Background: an optimization exercise with open tools, aiming at small area, a short achievable clock period and few clock cycles. Do not read the settings as production practice. The RTL was checked by simulation tests, not by an equivalence proof against the original design. Power is estimated from default activity; no workload was simulated.

## wip/tundra
// rx_framer
module rx_framer #(
    parameter CAP         = 128,         
    parameter IDX_W       = 7,           
    parameter MAX_PAYLOAD = 48,          
    parameter STG_AW      = 6            
) (
    input  wire             clk,
    input  wire             rst,           
    input  wire             init,          
    input  wire             rx_valid,      
    input  wire [7:0]       rx_data,
    input  wire             cfg_valid,     
    input  wire [7:0]       cfg_max_type,
    input  wire [1:0]       cfg_sel,       
    output wire [7:0]       val_type,      
    output wire [7:0]       val_len,
    input  wire             val_ok,
    output wire             disp_valid,    
    input  wire             disp_ready,
    output wire [1:0]       disp_tag,
    output wire [7:0]       disp_type,
    output wire [7:0]       disp_len,
    input  wire [STG_AW-1:0] stg_raddr,    
    output wire [7:0]       stg_rdata,
    output wire [IDX_W-1:0] rx_count,      
    output wire [15:0]      overflow_count,
    output wire             rx_fault,
    output wire             configured
);
    localparam [7:0] START1 = 8'hA5;
    localparam [7:0] START2 = 8'h5A;
    localparam [2:0] S_AWAIT1 = 3'd0,
                     S_AWAIT2 = 3'd1,
                     S_TYPE   = 3'd2,
                     S_SEQ    = 3'd3,
                     S_LEN    = 3'd4,
                     S_PAY    = 3'd5,
                     S_CKH    = 3'd6,
                     S_CKL    = 3'd7;
    function [15:0] crc16_update;
        input [15:0] c;
        input [7:0]  b;
        integer k;
        reg [15:0] x;
        begin
            x = c ^ {b, 8'h00};
            for (k = 0; k < 8; k = k + 1)
                x = x[15] ? ((x << 1) ^ 16'h1021) : (x << 1);
            crc16_update = x;
        end
    endfunction
    reg [7:0]       ring [0:CAP-1];
    reg [7:0]       stg  [0:MAX_PAYLOAD-1];
    reg [IDX_W-1:0] head, tail, cursor;
    reg [IDX_W-1:0] count;          
    reg [15:0]      ovf_cnt;
    reg             fault;
    reg             spec_lost;
    reg [2:0]       pstate;
  ...
clock: 8.5 ns
lec_check: 0
cap_margin: 20
core_margin: 2
core_utilization: 55
cts_cluster_diameter: 110
cts_cluster_size: 28
setup_slack_margin: 4.7
slew_margin: 20
synth_hierarchical: 1
synth_minimum_keep_size: 0
run.sh (not shown) runs the stock make flow with config.mk's settings and CLKGATE_MAP_FILE= SYNTH_SCRIPT=/design/flow/synth_recipe.tcl, a recipe that flattens the netlist after the stock synthesis.
Testbench counts of wip/tundra, summed over its fixed seeds: cycles 14,796.
Edits applied to the flow inputs when going from wip/tundra to wip/sierra:
Settings: CTS_CLUSTER_SIZE: 28 -> 26; CORE_UTILIZATION: 55 -> 65; SETUP_SLACK_MARGIN: 4.7 -> 4.1.
Results
Looking at global-route usage, wip/sierra sits 3.5 points higher than wip/tundra does. Sequential share of cell area, wip/sierra and wip/tundra: lower on wip/tundra. wip/sierra vs wip/tundra: total routed wirelength down by a few percent. wip/sierra vs. wip/tundra: post-route cell area lower; detailed-routing iteration count for the pre-antenna-repair pass lower; placeable core region lower.

========
== quartz ==
Starting RTL as in the previous note.
==> flow/config.mk <==
export PLATFORM = sky130hd
export DESIGN_NAME = rx_framer
export DESIGN_NICKNAME = rx_framer
export VERILOG_FILES = /design/flow/design.v
export SDC_FILE = /design/flow/constraint.sdc
export NUM_CORES = 4
export LEC_CHECK = 0
export CAP_MARGIN = 20
export CORE_MARGIN = 2
export CORE_UTILIZATION = 55
export CTS_CLUSTER_DIAMETER = 100
export CTS_CLUSTER_SIZE = 24
export SETUP_SLACK_MARGIN = 4.4
export SLEW_MARGIN = 20
export SYNTH_HIERARCHICAL = 1
export SYNTH_MINIMUM_KEEP_SIZE = 0
==> flow/constraint.sdc <==
create_clock -name core_clock -period 8.5 [get_ports {clk}]
set_input_delay 1.7000 -clock core_clock [delete_from_list [all_inputs] [get_ports {clk}]]
set_output_delay 1.7000 -clock core_clock [all_outputs]
set_load 0.01 [all_outputs]
Testbench counts of quartz, summed over its fixed seeds: cycles 14,796.
Relative to quartz, the following input files were edited for umber:
Settings: swapping 55 for 65 in CORE_UTILIZATION.
==> comparison <==
Looking only at share of total power consumed by net switching, and setting everything else aside, the lower value of umber and quartz goes to umber. Diff quartz -> umber: final net count has remained practically unchanged; vertical die dimension has decreased.
--- input diff umber..violet ---
Settings: swapping 65 for 75 in CORE_UTILIZATION.
[summary]
Sort umber and violet by starting utilization of the core area, ascending, and umber comes first. Looking only at filler cell count in the final layout, and setting everything else aside, the lower value of umber and violet goes to violet. Compared with umber, violet shows a higher areal power density over the cells. Summary of violet over umber: clock skew now sits lower, depth of the worst hold-timing path now sits at about the same level.
Edits applied to the flow inputs when going from violet to ember:
Settings: swapping 100 for 120 in CTS_CLUSTER_DIAMETER; swapping 75 for 65 in CORE_UTILIZATION; swapping 24 for 30 in CTS_CLUSTER_SIZE.
[summary]
- The final layouts of ember and violet pass the timing, DRC and antenna checks.
- Summary of ember over violet: sequential share of power +2.4 points; worst path setup slack after routing shows an increase of 21 ps; filler cell count increased about 50%; total wire length after detailed routing now sits lower.
- In the reports for ember and violet, the smaller fraction of area in clock buffers and inverters belongs to ember.
- In ember, the tap cell count came out about 17% above the value in violet.
- Wire length of the first global-routing pass down 1.0% in ember wrt violet

==> afterwards: timing with drivers on the ports <==
In the flow no input, the clock included, has a driving cell. The finished layouts below were timed again as built, in two steps. Step 1 sets driving cells, clkbuf_16 on the clock port and buf_2 on the other inputs (assumed; they add their load-dependent delay and slew). Step 2 also shifts input and output timing later by t, the mid clock arrival at the registers, as if the neighbouring blocks saw the same clock. Slacks: ideal / step 1 / step 2; pairs: ideal / step 1.
run	t, ns	setup WS [ns]	slew at the worst register clock pin (ns)	worst data-port slew with drivers (ns)
wip/tundra	0.817	3.539 / 3.476 / 3.476	0.12 / 0.12	0.11
wip/sierra	0.744	3.657 / 3.569 / 3.405	0.11 / 0.11	0.09
quartz	0.751	3.543 / 3.488 / 3.488	0.11 / 0.11	0.06
umber	0.748	3.701 / 3.601 / 3.601	0.11 / 0.11	0.10
violet	0.728	3.688 / 3.584 / 3.584	0.10 / 0.10	0.10
ember	0.767	3.709 / 3.629 / 3.629	0.12 / 0.12	0.10
After both steps setup and hold are still met in every run listed. The setup slack of wip/sierra, which loses most, moves by -0.088 ns with the drivers and by -0.252 ns with both steps.
